Context: an optimization exercise on an open-source flow, tuned for a short achievable clock period. The choices shown serve that exercise and are no tape-out recipe. Where RTL was checked, it was by simulation tests only, not by an equivalence proof against the original. The RTL of runs 4 and 5 was laid out without a check of its function. No activity file was given, so power comes from the tool's default toggle rates.

[flow/design.v]
module fsv (
    input  wire         clk,
    input  wire         rst,         
    input  wire         op_valid,
    input  wire [11:0]  op_word,
    output reg  [7:0]   acc,
    output wire [151:0] fb,
    output reg  [4:0]   len,
    output reg          ovf,
    output reg          valid,
    output reg  [7:0]   cmd,
    output reg  [7:0]   tid0,
    output reg  [7:0]   tid1,
    output reg  [15:0]  pm25,
    output reg  [15:0]  pm10,
    output reg  [7:0]   fwy,
    output reg  [7:0]   fwm,
    output reg  [7:0]   fwd,
    output reg  [7:0]   rid0,
    output reg  [7:0]   rid1,
    output reg          pmw,
    output reg          fww,
    output reg          idw,
    output reg  [2:0]   err,
    output reg          fatal
);
    localparam [7:0] HEADER    = 8'hAA;
    localparam [7:0] TAIL      = 8'hAB;
    localparam [7:0] TYPE_CMD  = 8'hB4;
    localparam [7:0] TYPE_ACK  = 8'hC5;
    localparam [7:0] TYPE_DATA = 8'hC0;
    localparam [2:0] E_OK        = 3'd0;
    localparam [2:0] E_INVPARAM  = 3'd1;
    localparam [2:0] E_MALFORMED = 3'd3;
    localparam [2:0] E_ILLEGAL   = 3'd4;
    localparam [2:0] E_OVERFLOW  = 3'd5;
    localparam [2:0] E_RESCMD    = 3'd6;
    function [7:0] sel8;
        input       s;
        input [7:0] a;
        input [7:0] b;
        sel8 = ({8{s}} & a) | ({8{~s}} & b);
    endfunction
    function legal_cmd;
        input [7:0] c;
        legal_cmd = (c == 8'h02) || (c == 8'h04) || (c == 8'h05) ||
                    (c == 8'h06) || (c == 8'h07) || (c == 8'h08);
    endfunction
    reg  [151:0] fb_q;
    wire [7:0]   fbuf [0:18];
    genvar gi;
    generate
        for (gi = 0; gi < 19; gi = gi + 1) begin : g_fb_bytes
            assign fbuf[gi] = fb_q[8*gi +: 8];
        end
    endgenerate
    assign fb = fb_q;
    reg  [19:0] lo;           
    reg  [18:0] th;           
    reg         cl;           
    reg         bok;          
    reg  [7:0]  acc_n;        
    reg  [7:0]  cmd_n;        
    reg  [7:0]  tid0_n;       
    reg  [7:0]  tid1_n;       
    reg  [7:0]  s_all, snap2, d8, d17;
    reg         rok, cok;     
    wire [7:0] acc_i  = ~acc_n;
    wire [7:0] cmd_i  = ~cmd_n;
    wire [7:0] tid0_i = ~tid0_n;
    wire [7:0] tid1_i = ~tid1_n;
    wire [3:0] opc = op_word[11:8];
    wire [7:0] imm = op_word[7:0];
    wire d_csclr, d_csadd, d_fclr, d_push, d_vcmd, d_vrpl, d_setcmd,
         d_setid0, d_setid1, d_bcmd, d_decpm, d_decfw, d_decid, d_ill;
    fsv_dec u_dec (
        .op_valid(op_valid), .op_word(op_word),
        .csclr(d_csclr), .csadd(d_csadd), .fclr(d_fclr), .push(d_push),
        .vcmd(d_vcmd), .vrpl(d_vrpl), .setcmd(d_setcmd), .setid0(d_setid0),
        .setid1(d_setid1), .bcmd(d_bcmd), .decpm(d_decpm), .decfw(d_decfw),
        .decid(d_decid), .ill(d_ill)
    );
    wire imm_tail  = (imm == TAIL);
    wire imm_legal = legal_cmd(imm);
    wire full = lo[19];
    wire pre9  = lo[9] && (fbuf[0] == HEADER) &&
                 ((fbuf[1] == TYPE_ACK) || (fbuf[1] == TYPE_DATA)) &&
                 (d8 == fbuf[8]);
    wire pre18 = lo[18] && (fbuf[0] == HEADER) && (fbuf[1] == TYPE_CMD) &&
                 (d17 == fbuf[17]);
    wire [7:0] cs = cmd_i + tid0_i + tid1_i + s_all;
    reg  [7:0] frame [0:18];
    integer i;
    always @(*) begin
        frame[0] = HEADER;
        frame[1] = TYPE_CMD;
        frame[2] = cmd_i;
        for (i = 0; i < 12; i = i + 1)
            frame[3 + i] = th[i] ? fbuf[i] : 8'h00;
        frame[15] = tid0_i;
        frame[16] = tid1_i;
        frame[17] = cs;
        frame[18] = TAIL;
    end
    reg [4:0] len_inc;
    always @(*) begin
        len_inc = 5'd0;
        for (i = 0; i < 19; i = i + 1)
            if (lo[i]) len_inc = len_inc | (i + 1);
    end
    wire b_ok   = d_bcmd && bok;
    wire p_ok   = d_push && !full;
    wire clr    = rst || d_fclr;
    wire [7:0] acc_nx  = rst ? 8'h00 :
                         d_csclr ? 8'h00 :
                         sel8(d_csadd, acc_i + imm, acc_i);
    wire [4:0]  len_nx = clr ? 5'd0 :
                         p_ok ? len_inc :
                         b_ok ? 5'd19 : len;
    wire [19:0] lo_nx  = clr ? 20'd1 :
                         p_ok ? {lo[18:0], 1'b0} :
                         b_ok ? (20'd1 << 19) : lo;
    wire [18:0] th_nx  = clr ? 19'd0 :
                         p_ok ? {th[17:0], 1'b1} :
                         b_ok ? {19{1'b1}} : th;
    wire le12_nx = clr ? 1'b1 : p_ok ? !th[11] : b_ok ? 1'b0 : !th[12];
    wire cl_nx   = rst ? 1'b0 : d_setcmd ? imm_legal : cl;
    wire [7:0] cmd_nx  = rst ? 8'h00 : sel8(d_setcmd, imm, cmd_i);
    wire [7:0] tid0_nx = rst ? 8'hFF : sel8(d_setid0, imm, tid0_i);
    wire [7:0] tid1_nx = rst ? 8'hFF : sel8(d_setid1, imm, tid1_i);
    wire [7:0] s_all_nx = clr ? 8'h00 : sel8(d_push, s_all + imm, s_all);
    always @(posedge clk) begin
        acc    <= acc_nx;
        acc_n  <= ~acc_nx;
        len    <= len_nx;
        lo     <= lo_nx;
        th     <= th_nx;
        cl     <= cl_nx;
        bok    <= cl_nx && le12_nx;
        cmd    <= cmd_nx;
        cmd_n  <= ~cmd_nx;
        tid0   <= tid0_nx;
        tid0_n <= ~tid0_nx;
        tid1   <= tid1_nx;
        tid1_n <= ~tid1_nx;
        s_all  <= s_all_nx;
        snap2  <= sel8(lo[2], s_all, snap2);
        d8     <= sel8(lo[8], s_all - snap2, d8);
        d17    <= sel8(lo[17], s_all - snap2, d17);
        ovf    <= !clr && ((d_push && full) || ovf);
        rok    <= !rst && (d_push ? (pre9 && imm_tail) :
                           (d_fclr || b_ok) ? 1'b0 : rok);
        cok    <= !rst && (d_push ? (pre18 && imm_tail) :
                           d_fclr ? 1'b0 : (b_ok || cok));
        valid  <= !rst && (d_vcmd ? cok : d_vrpl ? rok : valid);
        pm25   <= rst ? 16'h0000 :
                  (d_decpm && rok) ? {fbuf[3], fbuf[2]} : pm25;
        pm10   <= rst ? 16'h0000 :
                  (d_decpm && rok) ? {fbuf[5], fbuf[4]} : pm10;
        pmw    <= !rst && ((d_decpm && rok) || pmw);
        fwy    <= rst ? 8'h00 : sel8(d_decfw && rok, fbuf[3], fwy);
        fwm    <= rst ? 8'h00 : sel8(d_decfw && rok, fbuf[4], fwm);
        fwd    <= rst ? 8'h00 : sel8(d_decfw && rok, fbuf[5], fwd);
        fww    <= !rst && ((d_decfw && rok) || fww);
        rid0   <= rst ? 8'h00 : sel8((d_decfw || d_decid) && rok, fbuf[6], rid0);
        rid1   <= rst ? 8'h00 : sel8((d_decfw || d_decid) && rok, fbuf[7], rid1);
        idw    <= !rst && (((d_decfw || d_decid) && rok) || idw);
        fatal  <= 1'b0;
        if (rst)
            err <= E_OK;
        else if (d_ill)
            err <= E_ILLEGAL;
        else if (d_push)
            err <= full ? E_OVERFLOW : E_OK;
        else if (d_bcmd)
            err <= !cl ? E_RESCMD : !bok ? E_INVPARAM : E_OK;
        else if (d_decpm || d_decfw || d_decid)
            err <= rok ? E_OK : E_MALFORMED;
        else if (op_valid)
            err <= E_OK;
    end
    generate
        for (gi = 0; gi < 19; gi = gi + 1) begin : g_fb_cells
            wire [7:0] held;
            if (gi < 12) begin : g_low
                assign held = sel8(b_ok, frame[gi], fb_q[8*gi +: 8]);
            end else begin : g_high
                assign held = fb_q[8*gi +: 8];
            end
            always @(posedge clk)
                fb_q[8*gi +: 8] <= rst ? 8'h00 :
                                   sel8(d_push && lo[gi], imm,
                                        sel8(th[gi], held, frame[gi]));
        end
    endgenerate
endmodule
module fsv_dec (
    input  wire        op_valid,
    input  wire [11:0] op_word,
    output wire        csclr, csadd, fclr, push, vcmd, vrpl, setcmd,
    output wire        setid0, setid1, bcmd, decpm, decfw, decid,
    output wire        ill        
);
    wire [3:0] opc = op_word[11:8];
    wire       iz  = (op_word[7:0] == 8'h00);
    assign csclr  = op_valid && (opc == 4'h1) && iz;
    assign csadd  = op_valid && (opc == 4'h2);
    assign fclr   = op_valid && (opc == 4'h3) && iz;
    assign push   = op_valid && (opc == 4'h4);
    assign vcmd   = op_valid && (opc == 4'h5) && iz;
    assign vrpl   = op_valid && (opc == 4'h6) && iz;
    assign setcmd = op_valid && (opc == 4'h7);
    assign setid0 = op_valid && (opc == 4'h8);
    assign setid1 = op_valid && (opc == 4'h9);
    assign bcmd   = op_valid && (opc == 4'hA) && iz;
    assign decpm  = op_valid && (opc == 4'hB) && iz;
    assign decfw  = op_valid && (opc == 4'hC) && iz;
    assign decid  = op_valid && (opc == 4'hD) && iz;
    wire zop = (opc == 4'h1) || (opc == 4'h3) || (opc == 4'h5) || (opc == 4'h6) ||
               (opc == 4'hA) || (opc == 4'hB) || (opc == 4'hC) || (opc == 4'hD);
    assign ill = op_valid && ((zop && !iz) || (opc == 4'h0) ||
                              (opc == 4'hE) || (opc == 4'hF));
endmodule
[flow/config.mk]
export PLATFORM = sky130hd
export DESIGN_NAME = fsv
export DESIGN_NICKNAME = fsv
export VERILOG_FILES = /design/flow/design.v
export SDC_FILE = /design/flow/constraint.sdc
export NUM_CORES = 4
export LEC_CHECK = 0
export ABC_CLOCK_PERIOD_IN_PS = 2000
export CAP_MARGIN = 20
export CORE_MARGIN = 2
export CORE_UTILIZATION = 40
export PLACE_DENSITY = 0.6
export SETUP_SLACK_MARGIN = 5.0
export SLEW_MARGIN = 20
[flow/run.sh]
#!/bin/bash
# synth_recipe.tcl (not shown) runs the flow's synth.tcl, then flattens the netlist and writes it again
# the make line also repeats each setting of config.mk as NAME=value (left out here)
make -C /OpenROAD-flow-scripts/flow DESIGN_CONFIG=/design/flow/config.mk WORK_HOME=/design/flow/orfs CLKGATE_MAP_FILE= SYNTH_SCRIPT=/design/flow/synth_recipe.tcl finish
[flow/constraint.sdc]
create_clock -name core_clock -period 7.0 [get_ports {clk}]
set_input_delay 1.4000 -clock core_clock [delete_from_list [all_inputs] [get_ports {clk}]]
set_output_delay 1.4000 -clock core_clock [all_outputs]
set_load 0.01 [all_outputs]
==> flow_metrics.tcl, run 1 <==
set metrics [dict create \
    drive_gt1_share_pct 63.12 \
    wirelength_um 79340 \
    clk_latency_ns 0.60 \
    hold_viol_final 0 \
    status "finished clean" \
    final_cell_mix "312 x buf_6, 243 x buf_4, 183 x dfxtp_2" \
    path_cells "fa_1 -> inv_1 -> fa_1 -> ha_4 -> fa_2 -> a21oi_2 -> o21bai_1 -> a21o_1 -> a21oi_2 -> xnor2_2 -> o41ai_2" \
    viasPerCell 5.934 \
    power.density_nw_per_um2 172.0 \
    synth_edf_count 24 \
    die_h_um 205.8 \
    hpwl_um 38160 \
    die_w_um 205.8 \
    synth_seq_cells 376 \
    ys_async_sr_fraction_pct 0 \
    hold_path.class "register to register" \
    cp-end-kind "register" \
    fillers 2715 \
    synth_top_flop_cell "dfxtp_1" \
    fin_cells 3047 \
    cpPeakStageDelay_ns 0.54 \
    vdd_drop_max_mv 0.1877 \
    routabilityCongestion 0.8177 \
    area_growth_pct 78.67 \
    grt_max_degree 94 \
    clock_path_buffers 3 \
    portBuffers 283 \
    cts_num_sinks 376 \
    clock-root-buffer "clkbuf_16" \
    synthesis.nets 1985 \
    path_class "register to register" \
    grt_pass1_vias 17120 \
    dp_cells 2591 \
    ys_warn_count 2 \
    drtIter0Drc 1829 \
    slew_headroom_pct 17.75 \
    pre_cts_slack_ns 2.126 \
    ys_seq_area_share_pct 47.69 \
    rsz0062_at_grt "yes" \
    cp.arrival_ns 3.48 \
    finalPower_uw 5006 \
    finalSetupViolations 0 \
    ys_types 68 \
    fin_skew_ns 0.03738 \
    drc 0 \
    htree_levels 2 \
    postSynthCellCount 1925 \
    slew_viol_final 0 \
    dpl_cell_area_um2 19980 \
    slowest_stage "fa_1" \
    row_count 73 \
    tns_ns 0 \
    worstPathMaxFanout 2 \
    tightest_slew_ns 1.232 \
    fin_nets 2554 \
    final_min_period_over_clock_period_pct 42.73 \
    cts_hold_buf 0 \
    vias 18080 \
    p_leak_uw 0.01203 \
    diodes 0 \
    setup_ws_ns 4.009 \
    grt.total_usage_pct 34.92 \
    overflow 0 \
    fmax_mhz 334.3 \
    reg2reg_from "cmd_n[1]$_DFF_P_" \
    dieArea_um2 42350 \
    firstDrtPassIters 8 \
    cap_violations 0 \
    core_area_um2 40010 \
    wire_per_inst_um 26.04 \
    worstSetupStartpointType "register" \
    mostFrequentLayoutCell "buf_6" \
    syn_avg_cell_area_um2 8.461 \
    cp-startpoint "cmd_n[1]$_DFF_P_" \
    start_util_pct 40.71 \
    syn_area_um2 16290 \
    critPathRequiredTime_ns 7.49 \
    cts_buffers 42 \
    final_area_um2 29100 \
    io_pins 285 \
    antenna_found_initial 0 \
    cts_tree "yes" \
    ant_nets 0 \
    clkTransAtPathRegs_ns 0.06 \
    period_needed_ns 2.991 \
    grt_pass1_wl_um 109600 \
]
-- path summary, 6_finish.rpt --
check / depth (start not counted) / to / slack, ns
max reg2reg: 11 / register / 4.01
min: 2 / register / 0.47
max: 11 / register / 4.01
min reg2reg: 2 / register / 0.47
-- power breakdown --
| group | switching [uW] | total (uW) | internal [uW] |
|---|---|---|---|
| clock network | 959 | 2240 | 1280 |
| logic | 297 | 553 | 256 |
| registers | 47.5 | 2220 | 2170 |
-- routing by layer --
| layer | vias to the layer above | GRT usage, % | wire length (um) |
|---|---|---|---|
| li1 | 7906 | - | - |
| met1 | 8825 | 43.66 | 29820 |
| met2 | 1031 | 56.53 | 36540 |
| met3 | 319 | 6.921 | 7506 |
| met4 | 0 | 19.21 | 5477 |
| met5 | - | 0 | 0 |
-- cells by family (layout without fill, tap and decap cells) --
logic type / after synthesis / in the layout / share of synthesized area [%]
compound gates: 389 / 389 / 15.68
flops: 376 / 376 / 47.69
simple gates: 810 / 837 / 23.06
xor+xnor: 42 / 42 / 2.259
mux: 13 / 13 / 0.8220
buf+inv: 249 / 819 / 6.223
other cells: 1 / 1 / 0.02302
fa+ha+maj: 45 / 45 / 4.241
-- area by class of cell --
class | instances | area (um^2) | share of cell area (%)
Tap cell | 525 | 656.9 | 2.257
Clock inverter | 12 | 133.9 | 0.4601
Timing Repair Buffer | 657 | 7352 | 25.27
Sequential cell | 376 | 8319 | 28.59
Multi-Input combinational cell | 1327 | 11060 | 38.01
Inverter | 90 | 364.1 | 1.251
Clock buffer | 60 | 1211 | 4.162
-- critical path: cells and delay by family, from the launching register on --
kind	cells	cell delay (ns)
compound gates	5	0.79
xor+xnor	1	0.10
fa+ha+maj	4	1.58
buf+inv	1	0.06
flops	1	0.36
-- cell usage after synthesis, types with 3 or more instances --
cell type  number  area (um^2)
fa_1           17        340.3
o21bai_1        4        30.03
nor3_1         49        245.2
o22ai_1        18        112.6
nand2_8         9        180.2
a31oi_1         5        31.28
clkbuf_1      108        405.4
dfxtp_1       352         7047
mux2i_1        10        100.1
o21ai_0        42        210.2
or3_1           4        25.02
o211ai_1        4        30.03
o32ai_1         3        26.28
buf_4           7        52.55
nand3_1       170        850.8
ha_1           28        350.3
nor2b_1         9        56.30
edfxtp_1       24        720.7
a222oi_1       24        240.2
a21o_1          8        60.06
mux2_2          3        33.78
buf_2          29        145.1
xnor2_1        25        219.0
nor4_1         11        68.82
a21oi_1       165        825.8
nand2_1       283         1062
xor2_1         17        148.9
buf_1          14        52.55
a211oi_1       10        75.07
a22o_1          8        70.07
nand2b_1        9        56.30
inv_1          89        334.1
or2_2           4        25.02
o31ai_1         7        52.55
a311oi_1       77        674.4
nand4_1        13        81.33
and2_1          9        56.30
nor2_1        217        814.5
-- per-stage QoR --
stage	hold WS [ns]	util, %
floorplan	0.4443	-
global placement	0.4376	49.94
detailed placement	0.4437	49.94
CTS	0.4580	66.30
global route	0.4820	72.74
finish	0.4686	72.74
-- timing repair --
| action | CTS | global route |
|---|---|---|
| setup endpoints to repair | 623 | 621 |
| resized for setup | 2137 | 438 |
| setup buffers | 262 | 67 |
| pin swaps | 202 | 272 |
| gates cloned | 44 | 11 |
==> run 2: changes to the inputs <==
--- a/flow/config.mk
+++ b/flow/config.mk
@@ -11,4 +11,5 @@
 export CORE_UTILIZATION = 40
 export PLACE_DENSITY = 0.6
-export SETUP_SLACK_MARGIN = 5.0
+export SETUP_SLACK_MARGIN = 4.6
 export SLEW_MARGIN = 20
+export TNS_END_PERCENT = 20
==> run 2 against run 1 <==
  * Still clean
  * Power decreased by 3.9%
  * Utilization shrank 11 points
  * Setup slack gained 0.021 ns
  * Critical path type is now register to output port
==> flow_metrics.tcl, run 2 <==
set metrics [dict create \
    grt_pass1_wl_um 96960 \
    clkTransAtPathRegs_ns 0.06 \
    synth_edf_count 24 \
    path_class "register to output port" \
    fillers 3359 \
    synthesis.nets 1985 \
    path_cells "clkdlybuf4s50_1" \
    clk_latency_ns 0.57 \
    ys_top_cells_by_area "dfxtp_1 43%, nand2_1 6.5%, nand3_1 5.2%" \
    final_min_period_over_clock_period_pct 42.43 \
    worstPathMaxFanout 3 \
    slowest_stage "clkdlybuf4s50_1" \
    synth_top_flop_cell "dfxtp_1" \
    cts_hold_buf 0 \
    start_util_pct 40.71 \
    diodes 0 \
    rsz0062_at_grt "yes" \
    multiInputGateArea_um2 8615 \
    fmax_mhz 336.7 \
    die_w_um 205.8 \
    portBuffers 283 \
    syn_area_um2 16290 \
    final_util_pct 61.55 \
    ys_warn_count 2 \
    postSynthCellCount 1925 \
    drc 0 \
    cp-end-kind "output port" \
    grt_pass1_vias 15370 \
    hpwl_um 37530 \
    cap_violations 0 \
    tns_ns 0 \
    synth_top_area_cell "dfxtp_1" \
    p_leak_uw 0.009729 \
    dp_cells 2594 \
    final_cell_mix "263 x nand2_1, 243 x dfxtp_1, 212 x nor2_1" \
    ys_async_sr_fraction_pct 0 \
    tightest_slew_ns 1.082 \
    finalSetupViolations 0 \
    clock-root-buffer "clkbuf_16" \
    cts_num_sinks 376 \
    routabilityCongestion 0.8379 \
    synth_seq_cells 376 \
    fin_nets 2404 \
    synth_common_cells "352 x dfxtp_1, 283 x nand2_1, 217 x nor2_1" \
    drive_gt1_share_pct 29.85 \
    slew_viol_final 0 \
    ff_latch_area_um2 8099 \
    antenna_found_initial 0 \
    mostFrequentLayoutCell "nand2_1" \
    cts_buffers 42 \
    power.density_nw_per_um2 195.3 \
    dieArea_um2 42350 \
    core_area_um2 40010 \
    fin_cells 2900 \
    vias 16740 \
    area_growth_pct 51.18 \
    status "finished clean" \
    period_needed_ns 2.970 \
    io_pins 285 \
    cp_top_family "buffers and inverters" \
    wirelength_um 67540 \
    ant_nets 0 \
    cp.arrival_ns 1.57 \
    hold_viol_final 0 \
    critPathRequiredTime_ns 5.60 \
    drtIter0Drc 1966 \
    cpPeakStageDelay_ns 0.57 \
    cts_tree "yes" \
    wire_per_inst_um 23.29 \
    fin_skew_ns 0.01673 \
    hold_path.class "register to register" \
    worstSetupStartpointType "register" \
    firstDrtPassIters 7 \
    overflow 0 \
    grt_max_degree 111 \
    htree_levels 2 \
    grt.total_usage_pct 30.40 \
    synth_most_common_cell "dfxtp_1" \
    clock_path_buffers 3 \
    ys_seq_area_share_pct 47.69 \
    ys_types 68 \
    slew_headroom_pct 27.80 \
    syn_avg_cell_area_um2 8.461 \
    viasPerCell 5.772 \
    vdd_drop_max_mv 0.1832 \
    row_count 73 \
    finalPower_uw 4809 \
    yosys.area.top_type_share_pct 43.27 \
    cp_num_buf_inv 1 \
    die_h_um 205.8 \
]
## run 2: cell count changes in the layout (fill, tap and decap cells not counted), sizes merged, moves of 2 or more
cell,before,now
buf,642,334
bufbuf,9,11
clkbuf,66,72
clkdlybuf4s50,0,162
clkinv,10,6
clkinvlp,3,1
dlygate4sd2,0,7
inv,87,89
nand2,299,295
nor2,221,219
or2,17,15
or4,5,2
## run 2: per-stage QoR
stage	hold WS, ns	setup slack (ns)	instance area, um^2
2_1_floorplan	0.4443	4.021	16530
3_3_place_gp	0.4377	2.455	19420
3_5_place_dp	0.4423	2.499	19420
4_1_cts	0.4503	3.944	23130
5_1_grt	0.4594	3.944	24620
6_report	0.4475	4.030	24620
## run 2: timing repair
item	in CTS	in global routing
setup endpoints to repair	621	588
pin swaps	128	19
buffers inserted	76	118
gates resized for setup	358	609
gates cloned	35	2
## run 2: cells by family (layout without fill, tap and decap cells)
kind of cell	Yosys count	in the layout	synth area share [%]
adders and majority gates	45	45	4.241
AOI/OAI and AO/OA	389	389	15.68
and+or+nand+nor	810	825	23.06
DFF	376	376	47.69
buffers and inverters	249	684	6.223
xor gates and xnor gates	42	42	2.259
other	1	1	0.02302
muxes	13	13	0.8220
## run 2: final cells by class
class                           count  share of cell area, %
Multi-Input combinational cell   1315                  34.99
Sequential cell                   376                  32.89
Timing Repair Buffer              519                  22.70
Clock buffer                       67                  4.980
Tap cell                          525                  2.668
Inverter                           90                  1.408
Clock inverter                      8                 0.3659
## run 2: routing by layer
metal	vias to the layer above	share of wire, %	global-route usage (%)	wire length, um
met2	939	47	47.98	31550
met4	0	3.6	12.47	2402
met3	186	9.7	6.098	6524
met1	8055	40	40.66	27060
li1	7560	-	-	-
met5	-	0	0	0
## run 2: path summary, 6_finish.rpt
path / from / endpoint / slack (ns) / depth (start not counted)
setup / recovery: register / fb[143] / 4.03 / 1
setup reg to reg: cmd_n[1]$_DFF_P_ / register / 4.08 / 11
hold / removal: register / register / 0.45 / 2
hold reg to reg: register / register / 0.45 / 2
## run 2: report_power, final
group / switching [uW] / leakage [uW] / internal (uW)
combinational: 231 / 0.00596 / 194
clock: 899 / 0.000640 / 1270
sequential: 46.9 / 0.00313 / 2170
total: 1180 / 0.00973 / 3630
==> run 3: changes to the inputs <==
--- a/flow/config.mk
+++ b/flow/config.mk
@@ -13,3 +13,2 @@
 export SETUP_SLACK_MARGIN = 4.6
 export SLEW_MARGIN = 20
-export TNS_END_PERCENT = 20
==> run 3 against run 2 <==
  * Routed wire length grew 13%
  * Critical path depth grew 10
  * Sequential power is essentially flat
  * Cell area grew 15%
  * Power grew 1.6%
  * Clock skew grew 0.0030 ns
  * Clock power is essentially flat
  * Register-to-register slack gained 0.05 ns
  * Critical path type is now register to register
  * Count of clock-buffer cells in the layout shrank 5
  * Non-clock buffer count grew 129
  * Utilization grew 9.2 points
==> flow_metrics.tcl, run 3 <==
set metrics [dict create \
    holdPathEnd "pm10[5]$_SDFFE_PP0P_" \
    whs_path_depth 2 \
    path_class "register to register" \
    start_util_pct 40.71 \
    slew_headroom_pct 10.10 \
    ys_warn_count 2 \
    status "finished clean" \
    worstSetupStartpointType "register" \
    synth_top_flop_cell "dfxtp_1" \
    reg2regPathDepth 11 \
    routabilityCongestion 0.8611 \
    synthesis.nets 1985 \
    cts_tree "yes" \
    critPathRequiredTime_ns 7.48 \
    core_area_um2 40010 \
    cp-end-kind "register" \
    synth_common_cells "352 x dfxtp_1, 283 x nand2_1, 217 x nor2_1" \
    synth_seq_cells 376 \
    fmax_mhz 347.9 \
    antenna_found_initial 1 \
    ys_async_sr_fraction_pct 0 \
    dieArea_um2 42350 \
    cp.arrival_ns 3.35 \
    clk_latency_ns 0.58 \
    worstPathMaxFanout 2 \
    fin_skew_ns 0.01969 \
    clock-root-buffer "clkbuf_16" \
    hold_start "pm10[5]$_SDFFE_PP0P_" \
    htree_levels 2 \
    vdd_drop_max_mv 0.1635 \
    rrSetupSlack_ns 4.13 \
    drtIter0Drc 1714 \
    ys_top_cells_by_area "dfxtp_1 43%, nand2_1 6.5%, nand3_1 5.2%" \
    hold_path.class "register to register" \
    yosys.area.top_type_share_pct 43.27 \
    finalSetupViolations 0 \
    portBuffers 283 \
    wirelength_um 76100 \
    vias 17800 \
    synth_edf_count 24 \
    rsz0062_at_grt "yes" \
    tns_ns 0 \
    row_count 73 \
    cts_num_sinks 376 \
    slew_viol_final 0 \
    cap_violations 0 \
    wire_per_inst_um 25.12 \
    tightest_slew_ns 1.347 \
    die_h_um 205.8 \
    clkTransAtPathRegs_ns 0.06 \
    mostFrequentLayoutCell "buf_6" \
    drive_gt1_share_pct 58.99 \
    final_min_period_over_clock_period_pct 41.06 \
    grt_pass1_vias 16410 \
    ant_nets 0 \
    grt_pass1_wl_um 105100 \
    power.density_nw_per_um2 172.7 \
    hpwl_um 38050 \
    cts_buffers 42 \
    io_pins 285 \
    diodes 0 \
    synth_most_common_cell "dfxtp_1" \
    grt.total_usage_pct 33.51 \
    firstDrtPassIters 9 \
    grt_max_degree 88 \
    hold_viol_final 0 \
    syn_avg_cell_area_um2 8.461 \
    p_leak_uw 0.01149 \
    final_cell_mix "309 x buf_6, 247 x buf_4, 195 x nor2_1" \
    viasPerCell 5.878 \
    setup_ws_ns 4.126 \
    syn_area_um2 16290 \
    synth_top_area_cell "dfxtp_1" \
    fin_nets 2535 \
    overflow 0 \
    die_w_um 205.8 \
    ys_seq_area_share_pct 47.69 \
    area_growth_pct 73.79 \
    period_needed_ns 2.874 \
    ys_types 68 \
    postSynthCellCount 1925 \
    clock_path_buffers 3 \
    reg2reg_from "cmd_n[1]$_DFF_P_" \
    pre_cts_slack_ns 2.200 \
    drc 0 \
]
run 3: cell counts after synthesis:
No cell type changed its count.
run 3: timing repair:
item | in CTS | in global routing
buffers inserted | 251 | 65
resized for setup | 2053 | 383
hold buffers | 0 | 0
endpoints found under the setup margin | 621 | 560
gates cloned | 43 | 6
pin swaps | 152 | 214
run 3: stage by stage:
| stage | hold slack (ns) | power (uW) | cell area, um^2 | std cells | util [%] |
|---|---|---|---|---|---|
| after floorplan | 0.4443 | 2467 | 17250 | 1925 | - |
| after global placement | 0.4370 | 2596 | 19890 | 2590 | 49.72 |
| after detailed placement | 0.4445 | 2600 | 19910 | 2591 | 49.76 |
| after CTS | 0.4569 | 4858 | 26000 | 2958 | 64.99 |
| after global routing | 0.4732 | 5015 | 28300 | 3029 | 70.75 |
| final | 0.4592 | 4887 | 28300 | 3029 | 70.75 |
run 3: per-layer routing:
metal	wire length [um]	track usage [%]
met3	7746	7.460
met4	4429	13.57
met5	0	0
met2	35180	55.04
met1	28740	42.63
run 3: cell type report:
type,count,area (um^2)
multi-input cells,1317,10450
flip-flops and latches,376,8318
clock buffers,62,1227
inverters,90,364.1
clock inverters,11,87.58
fillers,2856,11700
well taps,525,656.9
repair buffers,648,7203
run 3: worst max-delay path by stage:
stage / slack (ns) / cells past startpoint / endpoint / start
after floorplan: 4.02 / 7 / acc[7]$_DFF_P_ / op_word[1]
after global placement: 2.27 / 7 / fb_q[5]$_SDFF_PP0_ / op_word[10]
after detailed placement: 2.20 / 7 / fb_q[5]$_SDFF_PP0_ / op_word[10]
after CTS: 4.04 / 11 / register / cmd_n[1]$_DFF_P_
after global routing: 4.06 / 12 / register / register
final: 4.13 / 11 / register / cmd_n[1]$_DFF_P_
run 3: cell families after synthesis:
kind of cell	after synthesis	synth area share, %
mux	13	0.8220
other cells	1	0.02302
buf+inv	249	6.223
flops	376	47.69
fa+ha+maj	45	4.241
simple gates	810	23.06
xor+xnor	42	2.259
compound gates	389	15.68
run 3: power by group:
group	switching [uW]	internal [uW]	total, uW
combinational	268	232	500
clock	922	1250	2170
sequential	48.0	2170	2220
total	1240	3650	4890
run 3: critical path, stage by stage (launching register included):
cell and delay, ns:
dfxtp_4 0.36, fa_1 0.53, inv_1 0.05, fa_1 0.44, ha_2 0.21, fa_2 0.35, a21oi_2 0.12, o21bai_1 0.09
a21o_1 0.18, a21oi_2 0.13, xnor2_1 0.09, o41ai_1 0.23
==> run 4: changes to the inputs <==
--- a/flow/design.v
+++ b/flow/design.v
@@ -42,4 +42,40 @@
         sel8 = ({8{s}} & a) | ({8{~s}} & b);
     endfunction
+    function [7:0] add8;
+        input [7:0] a;
+        input [7:0] b;
+        reg   [7:0] g, p, x;
+        integer k;
+        begin
+            g = a & b;
+            p = a | b;
+            x = a ^ b;
+            for (k = 7; k >= 1; k = k - 1) begin
+                g[k] = g[k] | (p[k] & g[k-1]);
+                p[k] = p[k] & p[k-1];
+            end
+            for (k = 7; k >= 2; k = k - 1) begin
+                g[k] = g[k] | (p[k] & g[k-2]);
+                p[k] = p[k] & p[k-2];
+            end
+            for (k = 7; k >= 4; k = k - 1)
+                g[k] = g[k] | (p[k] & g[k-4]);
+            add8 = x ^ {g[6:0], 1'b0};
+        end
+    endfunction
+    function [7:0] add8x4;
+        input [7:0] a;
+        input [7:0] b;
+        input [7:0] c;
+        input [7:0] d;
+        reg   [7:0] s1, c1, s2, c2;
+        begin
+            s1 = a ^ b ^ c;
+            c1 = {(a[6:0] & b[6:0]) | (a[6:0] & c[6:0]) | (b[6:0] & c[6:0]), 1'b0};
+            s2 = s1 ^ c1 ^ d;
+            c2 = {(s1[6:0] & c1[6:0]) | (s1[6:0] & d[6:0]) | (c1[6:0] & d[6:0]), 1'b0};
+            add8x4 = add8(s2, c2);
+        end
+    endfunction
     function legal_cmd;
         input [7:0] c;
@@ -89,5 +125,5 @@
     wire pre18 = lo[18] && (fbuf[0] == HEADER) && (fbuf[1] == TYPE_CMD) &&
                  (d17 == fbuf[17]);
-    wire [7:0] cs = cmd_i + tid0_i + tid1_i + s_all;
+    wire [7:0] cs = add8x4(cmd_i, tid0_i, tid1_i, s_all);
     reg  [7:0] frame [0:18];
     integer i;
@@ -114,5 +150,5 @@
     wire [7:0] acc_nx  = rst ? 8'h00 :
                          d_csclr ? 8'h00 :
-                         sel8(d_csadd, acc_i + imm, acc_i);
+                         sel8(d_csadd, add8(acc_i, imm), acc_i);
     wire [4:0]  len_nx = clr ? 5'd0 :
                          p_ok ? len_inc :
@@ -129,5 +165,5 @@
     wire [7:0] tid0_nx = rst ? 8'hFF : sel8(d_setid0, imm, tid0_i);
     wire [7:0] tid1_nx = rst ? 8'hFF : sel8(d_setid1, imm, tid1_i);
-    wire [7:0] s_all_nx = clr ? 8'h00 : sel8(d_push, s_all + imm, s_all);
+    wire [7:0] s_all_nx = clr ? 8'h00 : sel8(d_push, add8(s_all, imm), s_all);
     always @(posedge clk) begin
         acc    <= acc_nx;
@@ -146,6 +182,6 @@
         s_all  <= s_all_nx;
         snap2  <= sel8(lo[2], s_all, snap2);
-        d8     <= sel8(lo[8], s_all - snap2, d8);
-        d17    <= sel8(lo[17], s_all - snap2, d17);
+        d8     <= sel8(lo[8], add8(add8(s_all, ~snap2), 8'h01), d8);
+        d17    <= sel8(lo[17], add8(add8(s_all, ~snap2), 8'h01), d17);
         ovf    <= !clr && ((d_push && full) || ovf);
         rok    <= !rst && (d_push ? (pre9 && imm_tail) :
==> run 4 against run 3 <==
  * Count of clock-buffer cells in the layout rose by 5
  * Cell area fell by 1.4%
  * Area after synthesis rose by 2.1%
  * Routed wire length rose by 5.3%
  * Global-route usage rose by 0.23 points
==> flow_metrics.tcl, run 4 <==
set metrics [dict create \
    start_util_pct 40.63 \
    synth_seq_cells 376 \
    ff_latch_area_um2 8314 \
    vias 18590 \
    core_area_um2 40920 \
    path_class "input port to register" \
    fin_nets 2597 \
    p_leak_uw 0.01118 \
    drive_gt1_share_pct 55.21 \
    period_needed_ns 3.171 \
    cts_hold_buf 0 \
    die_h_um 207.9 \
    drtIter0Drc 2051 \
    hpwl_um 40110 \
    tns_ns 0 \
    slew_viol_final 0 \
    cp_top_family "simple AND/OR/NAND/NOR gates" \
    syn_area_um2 16630 \
    vdd_drop_max_mv 0.1907 \
    clkTransAtPathRegs_ns 0.06 \
    ys_async_sr_fraction_pct 0 \
    ys_seq_area_share_pct 46.72 \
    grt_pass1_wl_um 110600 \
    syn_avg_cell_area_um2 8.255 \
    critPathMostFrequentCell "buf_12" \
    mostFrequentLayoutCell "buf_6" \
    clock_path_buffers 3 \
    synthesis.nets 2098 \
    hold_path.class "register to register" \
    fin_skew_ns 0.02995 \
    path_cells "buf_12 -> buf_12 -> or4_4 -> nor3_4 -> nand3_4 -> buf_12 -> buf_6 -> nand2_8 -> o22ai_1 -> nor2_1" \
    ys_warn_count 2 \
    synth_top_flop_cell "dfxtp_1" \
    finalSetupViolations 0 \
    viasPerCell 6.038 \
    power.share.clock_pct 46.0 \
    power.density_nw_per_um2 176.9 \
    cp.arrival_ns 3.67 \
    row_count 74 \
    cts_tree "yes" \
    antenna_found_initial 0 \
    ys_types 57 \
    swShare_pct 25.24 \
    synth_top_area_cell "dfxtp_1" \
    wirelength_um 80090 \
    area_growth_pct 67.93 \
    grt_max_degree 119 \
    portBuffers 283 \
    slew_headroom_pct 7.250 \
    cts_buffers 43 \
    drc 0 \
    power_frac_comb_pct 9.2 \
    firstDrtPassIters 6 \
    fmax_mhz 315.4 \
    cp_num_buf_inv 4 \
    final_min_period_over_clock_period_pct 45.30 \
    die_w_um 207.9 \
    worstPathMaxFanout 6 \
    clock-root-buffer "clkbuf_16" \
    grt_pass1_vias 17230 \
    fillers 3005 \
    postSynthCellCount 2014 \
    cp-end-kind "register" \
    finalPower_uw 4939 \
    slowest_stage "or4_4" \
    synth_edf_count 24 \
    internal_power_uw 3693 \
    wire_per_inst_um 26.02 \
    io_pins 285 \
    tightest_slew_ns 1.389 \
    rsz0062_at_grt "yes" \
    yosys.area.top_type_share_pct 42.38 \
    ys_top_cells_by_area "dfxtp_1 42%, nand2_1 6.6%, a21oi_1 5.8%" \
    cts_num_sinks 376 \
    multiInputGateArea_um2 10660 \
    synth_common_cells "352 x dfxtp_1, 291 x nand2_1, 252 x nor2_1" \
    ant_nets 0 \
    status "finished clean" \
    switchingPower_uw 1246 \
    routabilityCongestion 0.8609 \
    critPathRequiredTime_ns 7.50 \
    hold_ws_ns 0.4589 \
    hold_viol_final 0 \
    htree_levels 2 \
    final_cell_mix "312 x buf_6, 203 x buf_4, 197 x nand2_1" \
    synth_most_common_cell "dfxtp_1" \
    overflow 0 \
    worstSetupStartpointType "input port" \
    clk_latency_ns 0.59 \
    cpPeakStageDelay_ns 0.54 \
    cap_violations 0 \
    grt.total_usage_pct 33.74 \
    power.share.sequential_pct 44.8 \
    dieArea_um2 43210 \
]
run 4: cell count changes in the layout (fill, tap and decap cells not counted), moves of 18 or more:
cell      change
a311oi_2     -18
nand2b_1     +18
nand2_4      -25
buf_4        -44
a211oi_2     +24
nor3_1       -25
a222oi_1     -24
nor2_2       +25
a311oi_1     +18
inv_1        +18
ha_1         +31
nand2_1      +30
run 4: repair_timing:
item                        CTS  global route
pin swaps                   190           252
buffers inserted            213            51
cloned                       35             7
setup endpoints to repair   625           616
gates resized for setup    2047           405
run 4: path summary, 6_finish.rpt:
kind	start	to	slack [ns]	cells after the start
max reg2reg	cmd_n[1]$_DFF_P_	register	3.89	13
max	op_word[3]	th[2]$_SDFFE_PP0P_	3.83	10
min reg2reg	register	register	0.46	2
min	register	register	0.46	2
run 4: power by group through the flow:
stage	Clock (uW)	Combinational, uW	Sequential [uW]
2_1_floorplan	0	167	2270
3_3_place_gp	0	275	2280
3_5_place_dp	0	279	2280
4_1_cts	2270	405	2210
5_1_grt	2350	471	2210
6_report	2270	455	2210
run 4: final cells by class:
cell class,instances,area share [%]
Clock inverter,10,0.4213
Timing Repair Buffer,588,23.14
Sequential cell,376,29.78
Antenna cell,1,0.008963
Inverter,107,1.515
Multi-Input combinational cell,1397,38.18
Clock buffer,67,4.576
Tap cell,532,2.384
run 4: cell families after synthesis:
kind of cell             synth area share, %
flip-flops                             46.72
AND/OR/NAND/NOR                        22.00
multiplexers                          0.1806
adder cells (fa/ha/maj)                5.960
XOR/XNOR                               2.717
AO/OA/AOI/OAI                          16.26
buffers and inverters                  6.141
other                                0.02256
run 4: worst min-delay path, stage by stage (launching register included):
cell	delay (ns)
dfxtp_2	0.32
nand2_1	0.05
a21oi_1	0.05
run 4: layer usage:
metal | wire [um] | up-vias | track usage [%]
met5 | 0 | - | 0
met4 | 6309 | 0 | 21.30
met3 | 8176 | 415 | 8.351
met2 | 36520 | 1230 | 54.08
met1 | 29080 | 8939 | 40.55
li1 | - | 8001 | -
run 4: per-stage QoR:
stage	instance area (um^2)	setup slack [ns]	instances	utilization, %
after floorplan	17350	4.012	2014	-
after global placement	20000	1.795	2693	48.86
after detailed placement	20010	1.753	2694	48.89
after CTS	25760	3.871	3019	62.94
after global routing	27920	3.832	3077	68.22
final	27920	3.829	3078	68.22
==> run 5: changes to the inputs <==
==> flow/flow/run.sh (new file) <==
#!/bin/bash
# Layout flow: the standard layout (standard.sh, with its standard
# synthesis script), with slow multi-stack gates and the full/half adder
# cells added to the don't-use list, so that synthesis maps adders and
# decoders to gates the resizer can size. Registers are unaffected.
set -euo pipefail
DU=""
for c in fa_1 fa_2 fa_4 ha_1 ha_2 ha_4 \
         nor4_1 nor4_2 nor4_4 or4_1 or4_2 or4_4 \
         a311oi_1 a311oi_2 a311oi_4 a2111oi_0 a2111oi_1 a2111oi_2 a2111oi_4 \
         o41ai_1 o41ai_2 o41ai_4 o2111ai_1 o2111ai_2 o2111ai_4; do
  DU="$DU sky130_fd_sc_hd__$c"
done
echo "export DONT_USE_CELLS += $DU" >> config.mk
bash standard.sh finish > standard.log 2>&1
==> flow/standard.sh (new file) <==
#!/bin/bash
# synth_recipe.tcl (not shown) runs the flow's synth.tcl, then flattens the netlist and writes it again
# the make line also repeats each setting of config.mk as NAME=value (left out here)
make -C /OpenROAD-flow-scripts/flow DESIGN_CONFIG=/design/flow/config.mk WORK_HOME=/design/flow/orfs CLKGATE_MAP_FILE= SYNTH_SCRIPT=/design/flow/synth_recipe.tcl "${@:-finish}"
--- a/flow/config.mk
+++ b/flow/config.mk
@@ -13,2 +13,3 @@
 export SETUP_SLACK_MARGIN = 4.6
 export SLEW_MARGIN = 20
+export DONT_USE_CELLS +=  sky130_fd_sc_hd__fa_1 sky130_fd_sc_hd__fa_2 sky130_fd_sc_hd__fa_4 sky130_fd_sc_hd__ha_1 sky130_fd_sc_hd__ha_2 sky130_fd_sc_hd__ha_4 sky130_fd_sc_hd__nor4_1 sky130_fd_sc_hd__nor4_2 sky130_fd_sc_hd__nor4_4 sky130_fd_sc_hd__or4_1 sky130_fd_sc_hd__or4_2 sky130_fd_sc_hd__or4_4 sky130_fd_sc_hd__a311oi_1 sky130_fd_sc_hd__a311oi_2 sky130_fd_sc_hd__a311oi_4 sky130_fd_sc_hd__a2111oi_0 sky130_fd_sc_hd__a2111oi_1 sky130_fd_sc_hd__a2111oi_2 sky130_fd_sc_hd__a2111oi_4 sky130_fd_sc_hd__o41ai_1 sky130_fd_sc_hd__o41ai_2 sky130_fd_sc_hd__o41ai_4 sky130_fd_sc_hd__o2111ai_1 sky130_fd_sc_hd__o2111ai_2 sky130_fd_sc_hd__o2111ai_4
removed: flow/run.sh
==> run 5 against run 4 <==
  * Critical path depth increased by 2
  * Still clean on timing, DRC and antenna
  * Non-clock buffer count fell by 1
  * Clock power increased by 3%
  * Largest cell class unchanged
  * Setup slack worse by 0.17 ns
==> flow_metrics.tcl, run 5 <==
set metrics [dict create \
    status "finished clean" \
    power.share.sequential_pct 44.7 \
    synth.mux.area_fraction_pct 0.06371 \
    routabilityCongestion 0.8421 \
    die_h_um 202.2 \
    final_min_period_over_clock_period_pct 47.73 \
    final_util_pct 67.64 \
    drive_gt1_share_pct 55.07 \
    cp_top_family "adder cells" \
    fin_skew_ns 0.01057 \
    yosys.area.top_type_share_pct 44.85 \
    postSynthCellCount 1906 \
    path_cells "buf_16 -> buf_12 -> a22oi_2 -> o31ai_2 -> maj3_2 -> maj3_2 -> maj3_2 -> maj3_2 -> xnor2_2 -> nor2_1 -> xnor2_1 -> nor2_1" \
    area_growth_pct 66.78 \
    whs_path_depth 2 \
    cts_tree "yes" \
    power.share.clock_pct 47.5 \
    fin_nets 2418 \
    cp.arrival_ns 3.78 \
    cap_violations 0 \
    synth_common_cells "352 x dfxtp_1, 324 x nand2_1, 286 x nor2_1" \
    p_leak_uw 0.01109 \
    tns_ns 0 \
    power.density_nw_per_um2 188.4 \
    cts_buffers 43 \
    start_util_pct 40.56 \
    cp_num_buf_inv 2 \
    grt_pass1_vias 15790 \
    hpwl_um 36870 \
    die_w_um 202.2 \
    synth_top_family_by_area "simple AND/OR/NAND/NOR gates" \
    drtIter0Drc 1825 \
    slew_headroom_pct 29.82 \
    synth_top_flop_cell "dfxtp_1" \
    clock_path_buffers 3 \
    hold_viol_final 0 \
    reg2regPathDepth 9 \
    switchingPower_uw 1189 \
    row_count 72 \
    synthesis.nets 1921 \
    ys_top_cells_by_area "dfxtp_1 45%, nand2_1 7.7%, nor2_1 6.8%" \
    reg2reg_from "cmd_n[2]$_DFF_P_" \
    rsz0062_at_grt "yes" \
    dieArea_um2 40880 \
    power_frac_comb_pct 7.8 \
    io_pins 285 \
    ys_types 62 \
    grt_max_degree 98 \
    grt.total_usage_pct 32.11 \
    synth_seq_cells 376 \
    synth_fa_ha_area_share_pct 1.210 \
    cts_num_sinks 376 \
    syn_area_um2 15710 \
    drc 0 \
    hold_path.class "register to register" \
    syn_avg_cell_area_um2 8.243 \
    ys_warn_count 2 \
    synth_most_common_cell "dfxtp_1" \
    htree_levels 2 \
    cp-end-kind "register" \
    portBuffers 283 \
    tightest_slew_ns 1.051 \
    antenna_found_initial 0 \
    critPathMostFrequentCell "maj3_2" \
    core_area_um2 38740 \
    period_needed_ns 3.341 \
    synth_xor_area_share_pct 5.527 \
    diodes 0 \
    swShare_pct 24.07 \
    grt_pass1_wl_um 100300 \
    clock-root-buffer "clkbuf_16" \
    synth_top_area_cell "dfxtp_1" \
    wire_per_inst_um 24.10 \
    synth-simple-area-share_pct 22.32 \
    wirelength_um 71230 \
    finalSetupViolations 0 \
    cp.depth 12 \
    worstPathMaxFanout 5 \
    synth_edf_count 24 \
    vias 17070 \
    rrSetupSlack_ns 4.05 \
    internal_power_uw 3748 \
    path_class "input port to register" \
    holdPathEnd "pm25[9]$_SDFFE_PP0P_" \
    mostFrequentLayoutCell "buf_6" \
    hold_start "pm25[9]$_SDFFE_PP0P_" \
    clkTransAtPathRegs_ns 0.06 \
    ant_nets 0 \
    firstDrtPassIters 14 \
    ys_seq_area_share_pct 49.44 \
    cpPeakStageDelay_ns 0.34 \
    slew_viol_final 0 \
    worstSetupStartpointType "input port" \
    synth_compound_area_share_pct 16.41 \
    slowest_stage "maj3_2" \
    critPathRequiredTime_ns 7.43 \
    final_cell_mix "300 x buf_6, 247 x nor2_1, 216 x buf_4" \
    clk_latency_ns 0.54 \
    viasPerCell 5.778 \
    vdd_drop_max_mv 0.1662 \
    ys_async_sr_fraction_pct 0 \
    fmax_mhz 299.3 \
    cts_hold_buf 0 \
    overflow 0 \
]
==> run 5: routing by layer <==
metal	vias up	GRT usage, %	wire, um
li1	7604	-	-
met1	8144	41.12	27350
met2	1039	51.36	32540
met3	287	5.385	6405
met4	0	18.43	4936
met5	-	0	0
==> run 5: logic make-up after synthesis <==
kind of cell | count (synthesis)
xor gates and xnor gates | 95
other | 1
and+or+nand+nor | 818
adders and majority gates | 18
buffers and inverters | 202
muxes | 1
DFF | 376
AOI/OAI and AO/OA | 395
==> run 5: how the worst max path moves through the flow <==
stage                           from        endpoint  slack (ns)
after floorplan           op_word[1]  acc[7]$_DFF_P_        3.30
after global placement    op_word[1]        register        1.93
after detailed placement  op_word[1]        register        1.82
after CTS                 op_word[1]  acc[7]$_DFF_P_        3.69
after global routing      op_word[1]        register        3.61
final                     op_word[1]        register        3.66
==> run 5: area by class of cell <==
cell class,instances,area (um^2)
Fill cell,2874,12530
Multi-Input combinational cell,1349,9465
Sequential cell,376,8293
Timing Repair Buffer,587,6157
Clock buffer,61,1266
Tap cell,518,648.1
Clock inverter,18,197.7
Inverter,46,175.2
==> run 5: what timing repair did <==
| item | CTS | global route |
|---|---|---|
| gates resized for setup | 1926 | 366 |
| gates cloned | 30 | 7 |
| setup buffers | 222 | 50 |
| pin swaps | 152 | 206 |
| endpoints found under the setup margin | 625 | 535 |
==> run 5: worst register-to-register path, stage by stage (launching register included) <==
cell	delay [ns]
dfxtp_2	0.43
xnor3_2	0.50
xnor2_1	0.19
or3_4	0.42
a21oi_4	0.18
nor2_1	0.09
a221o_1	0.38
or3_2	0.45
nand3_1	0.09
a31oi_1	0.07
==> run 5: power by group through the flow <==
stage / clock (uW) / combinational, uW / sequential, uW
2_1_floorplan: 0 / 174 / 2270
3_3_place_gp: 0 / 271 / 2270
3_5_place_dp: 0 / 274 / 2270
4_1_cts: 2340 / 355 / 2200
5_1_grt: 2450 / 405 / 2210
6_report: 2340 / 387 / 2210
==> run 5: per-stage QoR <==
step	std cells	power (uW)	hold slack, ns	cell area [um^2]	worst slack, ns
detailed placement	2567	2548	0.4435	19220	1.818
finish	2955	4937	0.4632	26200	3.659
CTS	2898	4902	0.4510	24210	3.688
global route	2955	5058	0.4791	26200	3.612
global placement	2567	2546	0.4374	19220	1.930
floorplan	1906	2439	0.4064	16710	3.296

## what the ideal ports hide
How much do the figures lean on ideal ports? The routed layouts below were timed once more, with nothing changed but the port constraints. Step 1 (the two cells are an assumption about what drives the block):
set clk [get_ports {clk}]
set_driving_cell -lib_cell sky130_fd_sc_hd__clkbuf_16 $clk
set_driving_cell -lib_cell sky130_fd_sc_hd__buf_2 [delete_from_list [all_inputs] $clk]
Step 2 moves the port delays by t, midway between the first and last clock arrival at a register: inputs arrive t later, outputs are due t later. That takes back most of the time a late clock gives input paths. Slacks: ideal ports / drivers / drivers and shift; pairs: ideal ports / drivers.
run	shift t [ns]	slack for setup (ns)	worst register clock-pin slew, ns
run 1	0.637	4.009 / 4.009 / 3.469	0.07 / 0.07
run 2	0.611	4.030 / 3.978 / 3.503	0.06 / 0.06
run 3	0.629	4.126 / 4.126 / 3.550	0.06 / 0.06
run 4	0.633	3.829 / 3.832 / 3.199	0.07 / 0.07
run 5	0.591	3.659 / 3.653 / 3.062	0.07 / 0.07
After both steps setup and hold are still met in every run listed. For run 4, which loses most, drivers alone change the setup slack by +0.003 ns; drivers and shift together by -0.630 ns.
